This design comes from an exercise in tuning for small area, a short achievable clock period and few clock cycles on the open sky130 flow, not from production work. In this exercise RTL edits were held to simulation tests only and were not proved equivalent to the original. Power is estimated from default activity; no workload was simulated.

===== design.v =====
module ift64_twiddle (
    input  wire [5:0]         q,
    output reg  signed [14:0] tw_c,
    output reg  signed [14:0] tw_s
);
    always @(*) begin
        case (q)
            6'd0: begin tw_c = 15'sd8192; tw_s = 15'sd0; end
            6'd1: begin tw_c = 15'sd8153; tw_s = 15'sd803; end
            6'd2: begin tw_c = 15'sd8035; tw_s = 15'sd1598; end
            6'd3: begin tw_c = 15'sd7839; tw_s = 15'sd2378; end
            6'd4: begin tw_c = 15'sd7568; tw_s = 15'sd3135; end
            6'd5: begin tw_c = 15'sd7225; tw_s = 15'sd3862; end
            6'd6: begin tw_c = 15'sd6811; tw_s = 15'sd4551; end
            6'd7: begin tw_c = 15'sd6333; tw_s = 15'sd5197; end
            6'd8: begin tw_c = 15'sd5793; tw_s = 15'sd5793; end
            6'd9: begin tw_c = 15'sd5197; tw_s = 15'sd6333; end
            6'd10: begin tw_c = 15'sd4551; tw_s = 15'sd6811; end
            6'd11: begin tw_c = 15'sd3862; tw_s = 15'sd7225; end
            6'd12: begin tw_c = 15'sd3135; tw_s = 15'sd7568; end
            6'd13: begin tw_c = 15'sd2378; tw_s = 15'sd7839; end
            6'd14: begin tw_c = 15'sd1598; tw_s = 15'sd8035; end
            6'd15: begin tw_c = 15'sd803; tw_s = 15'sd8153; end
            6'd16: begin tw_c = 15'sd0; tw_s = 15'sd8192; end
            6'd17: begin tw_c = -15'sd803; tw_s = 15'sd8153; end
            6'd18: begin tw_c = -15'sd1598; tw_s = 15'sd8035; end
            6'd19: begin tw_c = -15'sd2378; tw_s = 15'sd7839; end
            6'd20: begin tw_c = -15'sd3135; tw_s = 15'sd7568; end
            6'd21: begin tw_c = -15'sd3862; tw_s = 15'sd7225; end
            6'd22: begin tw_c = -15'sd4551; tw_s = 15'sd6811; end
            6'd23: begin tw_c = -15'sd5197; tw_s = 15'sd6333; end
            6'd24: begin tw_c = -15'sd5793; tw_s = 15'sd5793; end
            6'd25: begin tw_c = -15'sd6333; tw_s = 15'sd5197; end
            6'd26: begin tw_c = -15'sd6811; tw_s = 15'sd4551; end
            6'd27: begin tw_c = -15'sd7225; tw_s = 15'sd3862; end
            6'd28: begin tw_c = -15'sd7568; tw_s = 15'sd3135; end
            6'd29: begin tw_c = -15'sd7839; tw_s = 15'sd2378; end
            6'd30: begin tw_c = -15'sd8035; tw_s = 15'sd1598; end
            6'd31: begin tw_c = -15'sd8153; tw_s = 15'sd803; end
            6'd32: begin tw_c = -15'sd8192; tw_s = 15'sd0; end
            6'd33: begin tw_c = -15'sd8153; tw_s = -15'sd803; end
            6'd34: begin tw_c = -15'sd8035; tw_s = -15'sd1598; end
            6'd35: begin tw_c = -15'sd7839; tw_s = -15'sd2378; end
            6'd36: begin tw_c = -15'sd7568; tw_s = -15'sd3135; end
            6'd37: begin tw_c = -15'sd7225; tw_s = -15'sd3862; end
            6'd38: begin tw_c = -15'sd6811; tw_s = -15'sd4551; end
            6'd39: begin tw_c = -15'sd6333; tw_s = -15'sd5197; end
            6'd40: begin tw_c = -15'sd5793; tw_s = -15'sd5793; end
            6'd41: begin tw_c = -15'sd5197; tw_s = -15'sd6333; end
            6'd42: begin tw_c = -15'sd4551; tw_s = -15'sd6811; end
            6'd43: begin tw_c = -15'sd3862; tw_s = -15'sd7225; end
            6'd44: begin tw_c = -15'sd3135; tw_s = -15'sd7568; end
            6'd45: begin tw_c = -15'sd2378; tw_s = -15'sd7839; end
            6'd46: begin tw_c = -15'sd1598; tw_s = -15'sd8035; end
            6'd47: begin tw_c = -15'sd803; tw_s = -15'sd8153; end
            6'd48: begin tw_c = 15'sd0; tw_s = -15'sd8192; end
            6'd49: begin tw_c = 15'sd803; tw_s = -15'sd8153; end
            6'd50: begin tw_c = 15'sd1598; tw_s = -15'sd8035; end
            6'd51: begin tw_c = 15'sd2378; tw_s = -15'sd7839; end
            6'd52: begin tw_c = 15'sd3135; tw_s = -15'sd7568; end
            6'd53: begin tw_c = 15'sd3862; tw_s = -15'sd7225; end
            6'd54: begin tw_c = 15'sd4551; tw_s = -15'sd6811; end
            6'd55: begin tw_c = 15'sd5197; tw_s = -15'sd6333; end
            6'd56: begin tw_c = 15'sd5793; tw_s = -15'sd5793; end
            6'd57: begin tw_c = 15'sd6333; tw_s = -15'sd5197; end
            6'd58: begin tw_c = 15'sd6811; tw_s = -15'sd4551; end
            6'd59: begin tw_c = 15'sd7225; tw_s = -15'sd3862; end
            6'd60: begin tw_c = 15'sd7568; tw_s = -15'sd3135; end
            6'd61: begin tw_c = 15'sd7839; tw_s = -15'sd2378; end
            6'd62: begin tw_c = 15'sd8035; tw_s = -15'sd1598; end
            6'd63: begin tw_c = 15'sd8153; tw_s = -15'sd803; end
            default: begin tw_c = 15'sd0; tw_s = 15'sd0; end
        endcase
    end
endmodule
module ift64 (
    input  wire         clk,
    input  wire         rst,            
    input  wire         in_valid,
    output wire         in_ready,
    input  wire [831:0] in_data,        
    output reg          out_valid,
    output reg  [5:0]   out_index,
    output reg  [15:0]  out_re,
    output reg  [15:0]  out_im
);
    reg         busy;
    reg [831:0] slots;
    reg [5:0]   n;                      
    reg [5:0]   m;                      
    reg signed [27:0] acc_re, acc_im;
    assign in_ready = ~busy;
    wire [5:0]  k  = (m < 6'd26) ? m + 6'd38 : m - 6'd25;
    wire [11:0] kn = k * n;
    wire [5:0]  q  = kn[5:0];
    wire signed [14:0] tw_c, tw_s;
    ift64_twiddle u_tw (.q(q), .tw_c(tw_c), .tw_s(tw_s));
    wire [15:0] cur = slots[15:0];
    wire signed [7:0] a = cur[7:0];
    wire signed [7:0] b = cur[15:8];
    wire signed [27:0] p_re = a * tw_c - b * tw_s;
    wire signed [27:0] p_im = a * tw_s + b * tw_c;
    wire signed [27:0] sum_re = acc_re + p_re;
    wire signed [27:0] sum_im = acc_im + p_im;
    always @(posedge clk) begin
        if (rst) begin
            busy      <= 1'b0;
            n         <= 6'd0;
            m         <= 6'd0;
            acc_re    <= 28'sd0;
            acc_im    <= 28'sd0;
            out_valid <= 1'b0;
            out_index <= 6'd0;
            out_re    <= 16'd0;
            out_im    <= 16'd0;
        end else begin
            out_valid <= 1'b0;
            if (!busy) begin
                if (in_valid) begin
                    slots  <= in_data;
                    busy   <= 1'b1;
                    n      <= 6'd0;
                    m      <= 6'd0;
                    acc_re <= 28'sd0;
                    acc_im <= 28'sd0;
                end
            end else if (m == 6'd51) begin
                slots     <= {slots[15:0], slots[831:16]};
                out_valid <= 1'b1;
                out_index <= n;
                out_re    <= {sum_re[27], sum_re[27:13]};
                out_im    <= {sum_im[27], sum_im[27:13]};
                acc_re    <= 28'sd0;
                acc_im    <= 28'sd0;
                m         <= 6'd0;
                n         <= n + 6'd1;
                if (n == 6'd63)
                    busy <= 1'b0;
            end else begin
                slots  <= {slots[15:0], slots[831:16]};
                acc_re <= sum_re;
                acc_im <= sum_im;
                m      <= m + 6'd1;
            end
        end
    end
endmodule

===== run.sh =====
#!/bin/bash
# synth_recipe.tcl (not shown) runs the flow's synth.tcl, then flattens the netlist and writes it again
# the make line also repeats each setting of config.mk as NAME=value (left out here)
make -C /OpenROAD-flow-scripts/flow DESIGN_CONFIG=/design/flow/config.mk WORK_HOME=/design/flow/orfs CLKGATE_MAP_FILE= SYNTH_SCRIPT=/design/flow/synth_recipe.tcl finish

===== config.mk =====
export PLATFORM = sky130hd
export DESIGN_NAME = ift64
export DESIGN_NICKNAME = ift64
export VERILOG_FILES = /design/flow/design.v
export SDC_FILE = /design/flow/constraint.sdc
export NUM_CORES = 4
export LEC_CHECK = 0
export CAP_MARGIN = 20
export CORE_MARGIN = 2
export CORE_UTILIZATION = 40
export PLACE_DENSITY = 0.6
export SLEW_MARGIN = 20

===== constraint.sdc =====
create_clock -name core_clock -period 12.0 [get_ports {clk}]
set_input_delay 2.4000 -clock core_clock [delete_from_list [all_inputs] [get_ports {clk}]]
set_output_delay 2.4000 -clock core_clock [all_outputs]
set_load 0.01 [all_outputs]

==> flow_summary.ini <==
[worst_setup_path]
critPathLaunchType = flip-flop
setup.worst_path.end_class = flip-flop
rrSetupSlack_ns = 0.62
reg2reg_depth = 36
reg2reg_to = acc_re[27]
cp_num_buf_inv = 6
crit_family = adder cells
worstPathMaxFanout = 16
critical_path_class = reg2reg
max_stage_delay_ns = 0.49
cp_common_cell = fa_1
timing.rr.start = m[1]
crit_arrival_ns = 11.97
required_ns = 12.59
cp_slowest_cell = fa_1

[timing]
max_freq_mhz = 87.9
drv_slew = 0
timing.final.crit_share_pct = 94.8
finalSetupViolations = 0
skew_ns = 0.0719
holdWs_ns = 0.453
max_slew.worst_pin.slew_ns = 1.22
hold_violations = 0
relSlewSlack_pct = 18.8
period_minus_slack_ns = 11.38
rsz0062_at_grt = no

[routing]
drt_iter0_drc = 3013
wire_per_inst_um = 24.3
drc = 0
viasPerCell = 5.04
ant_nets = 0
wirelength_um = 191000
vias = 39600
dr.pass1.iters = 5

[logic_synthesis]
ys_seq_elements = 938
ys_seq_area_share_pct = 43.7
synth_flop_cell = edfxtp_1
mappedNetlistArea_sq_um = 62000
syn_area_per_cell_sq_um = 12.8
synth_cell_types = 87
synth-edff-count = 832
synth_warnings = 2
syn_nets = 6469
netlist_instances = 4841
synthArstFlopShare_pct = 0

[power]
pwr-share-comb_pct = 30.1
switching_share_pct = 31.5
pwr-share-seq_pct = 38.2
netSwitchingPower_mw = 3.27
vdd_drop_max_v = 0.000182
pwr-share-clk_pct = 31.7
power_density_nw_per_um2 = 135
p_leak_nw = 30.2
p_total_mw = 10.4
p_int_mw = 7.12

[global_routing]
grt_max_degree = 167
antenna_found_initial = 109
grt.total_usage_pct = 23.9
grt_pass1_vias = 41100
gr-total-overflow = 0
grt_pass1_wl_um = 275000

[hold_path]
hp-class = reg2reg
min_from = out_re[10]
hold_depth = 2
hold_end = out_re[10]

[layout]
seq_area_sq_um = 27100
design_area_sq_um = 77000
nFillCells = 13700
syn_to_final_growth_pct = 24.1
multi_input_area_sq_um = 31400
instances_no_fill = 7857
fin_nets = 7315
drive_gt1_share_pct = 20.0

[floorplanning]
die-width_um = 398
die_area_sq_um = 158000
core_sq_um = 154000
io_pins = 875
row_count = 144
start_util_pct = 40.3
die_h_um = 398

[clock_tree]
cts-root-buf = clkbuf_16
numCtsBuffers = 109
clock_sinks = 938
tritoncts = done
htree_levels = 3
clk_pin_slew_worst_paths_ns = 0.06
cts_buffer_depth = 3
clk_latency_ns = 0.75

[placed_design]
numPortBuffers = 874
dp_hpwl_um = 147000
gp_congestion = 0.906
placed_cells = 7603
placed_area_sq_um = 73100

[run]
max_cap_viol_count = 0

[status]
status = no timing/DRC/antenna violations
-- worst max path at each step --
stage,start,end,slack (ns),depth (start not counted)
final,m[1],acc_re[27],0.62,36
after global placement,m[1],acc_im[26],0.18,39
after global routing,m[1],acc_re[27],0.06,38
after floorplan,rst,slots[0],-3.38,3
after CTS,m[1],acc_re[27],0.01,37
after detailed placement,m[1],acc_im[26],-0.01,39
-- area by class of cell --
| type | instances | area share, % |
|---|---|---|
| inverter | 730 | 3.56 |
| antenna | 31 | 0.101 |
| timing repair buffer | 973 | 12.5 |
| tap | 2044 | 3.32 |
| sequential | 938 | 35.2 |
| multi-input combinational | 2935 | 40.7 |
| clock buffer | 137 | 3.75 |
| clock inverter | 69 | 0.822 |
-- through the flow --
| step | utilization [%] | worst slack (ns) | setup TNS (ns) |
|---|---|---|---|
| floorplan | - | -3.38 | -2809.91 |
| CTS | 49.7 | 0.0136 | 0 |
| global placement | 47.4 | 0.178 | 0 |
| global route | 50.0 | 0.0610 | 0 |
| detailed placement | 47.4 | -0.0141 | -0.0141 |
| finish | 50.0 | 0.624 | 0 |
-- layout by cell type, fill, tap and decap left out, drive strengths merged, types with 12 or more instances in the layout --
cell / netlist / routed
clkbuf: 190 / 138
o21ai: 60 / 60
mux2: 836 / 836
buf: 48 / 99
a211oi: 12 / 12
ha: 225 / 225
a22oi: 32 / 32
diode: 0 / 31
edfxtp: 832 / 832
nand3: 27 / 27
nor3: 21 / 21
a22o: 20 / 20
or2: 14 / 14
inv: 728 / 728
nor2b: 37 / 37
mux2i: 30 / 30
nor2: 158 / 158
xnor2: 59 / 59
fa: 568 / 568
a21oi: 122 / 122
clkdlybuf4s50: 0 / 873
a21o: 26 / 26
and2: 204 / 204
clkinv: 2 / 59
nand2b: 33 / 33
xor2: 12 / 12
a31oi: 18 / 18
dfxtp: 106 / 106
nand2: 301 / 301
-- power groups by stage --
stage / Sequential (mW) / Clock, mW / Combinational (mW)
2_1_floorplan: 4.04 / 0 / 2.11
3_3_place_gp: 4.03 / 0 / 3.06
3_5_place_dp: 4.04 / 0 / 3.09
4_1_cts: 3.97 / 3.38 / 3.12
5_1_grt: 3.99 / 3.49 / 3.48
6_report: 3.97 / 3.29 / 3.13
-- timing repair --
item,4_1_cts,5_1_grt
resized for setup,1,26
endpoints found under the hold margin,0,0
endpoints found under the setup margin,2,37
hold buffers,0,0
pin swaps,0,5
buffers inserted,0,16
-- registers in the layout, indices dropped and copies added, names as in the netlist --
register,cells
acc_im,28
acc_re,28
busy,1
m,6
n,6
out_im,15
out_index,6
out_re,15
out_valid,1
slots,832
-- per-layer routing --
| layer | track usage (%) | part of all wire [%] | vias to the layer above |
|---|---|---|---|
| li1 | - | - | 18100 |
| met1 | 28.8 | 38 | 19900 |
| met2 | 41.2 | 51 | 1189 |
| met3 | 6.49 | 7.3 | 345 |
| met4 | 7.70 | 3.0 | 96 |
| met5 | 0 | 0.33 | - |
-- tightest hold or removal path, cell delays in order, from the launching register on --
cell and delay, ns:
dfxtp_1 0.30, nand2_1 0.05, a21oi_1 0.05
-- synthesized netlist by cell type, drive strengths merged (12+ instances only) --
master  count  area [sq um]
nand2b     33           206
or2        14          87.6
inv       728          2730
and2      204          1280
xnor2      59           524
a211oi     12          90.1
dfxtp     106          2120
a22o       20           175
buf        48           298
mux2      836          9420
nand2     301          1130
a21oi     122           641
nand3      27           135
fa        568         11400
a22oi      32           240
nor3       21           110
nor2b      37           231
xor2       12           105
clkbuf    190           713
nor2      158           598
a31oi      18           119
o21ai      60           338
a21o       26           195
ha        225          2820
edfxtp    832         25000
mux2i      30           329
-- cell families (layout without fill, tap and decap cells) --
kind of cell               Yosys count  after routing  synth area share, %
AOI/OAI and AO/OA                  370            370                 3.99
xor gates and xnor gates            75             75                 1.17
adders and majority gates          793            793                 22.9
buffers and inverters              968           1909                 6.05
DFF                                938            938                 43.7
muxes                              867            867                 15.7
other                                0             31                    0
and+or+nand+nor                    830            830                 6.49
Testbench counts, summed over its fixed seeds: cycles 106,528.

what the ideal ports hide:
How much do the figures lean on ideal ports? The routed layout below was timed once more, with nothing changed but the port constraints. Step 1, drivers: a clkbuf_16 drives clk and a buf_2 each remaining input, both assumed. Step 2, shift: input delay + t, output delay - t, t = (earliest + latest rising clock arrival at the registers) / 2. This alone moves slack from input paths to output paths. Three values: ideal, step 1, step 2; two values: the first two.
t, ns: 0.806
slack for setup (ns): 0.624 / 0.624 / 0.624
latest minus earliest clock arrival (ns): 0.074 / 0.074
worst register clock-pin slew, ns: 0.07 / 0.07
cell pins on the clock port's net: 1
After both steps setup and hold are still met in this run. For this run, drivers alone change the setup slack by 0.000 ns; drivers and shift together by 0.000 ns.
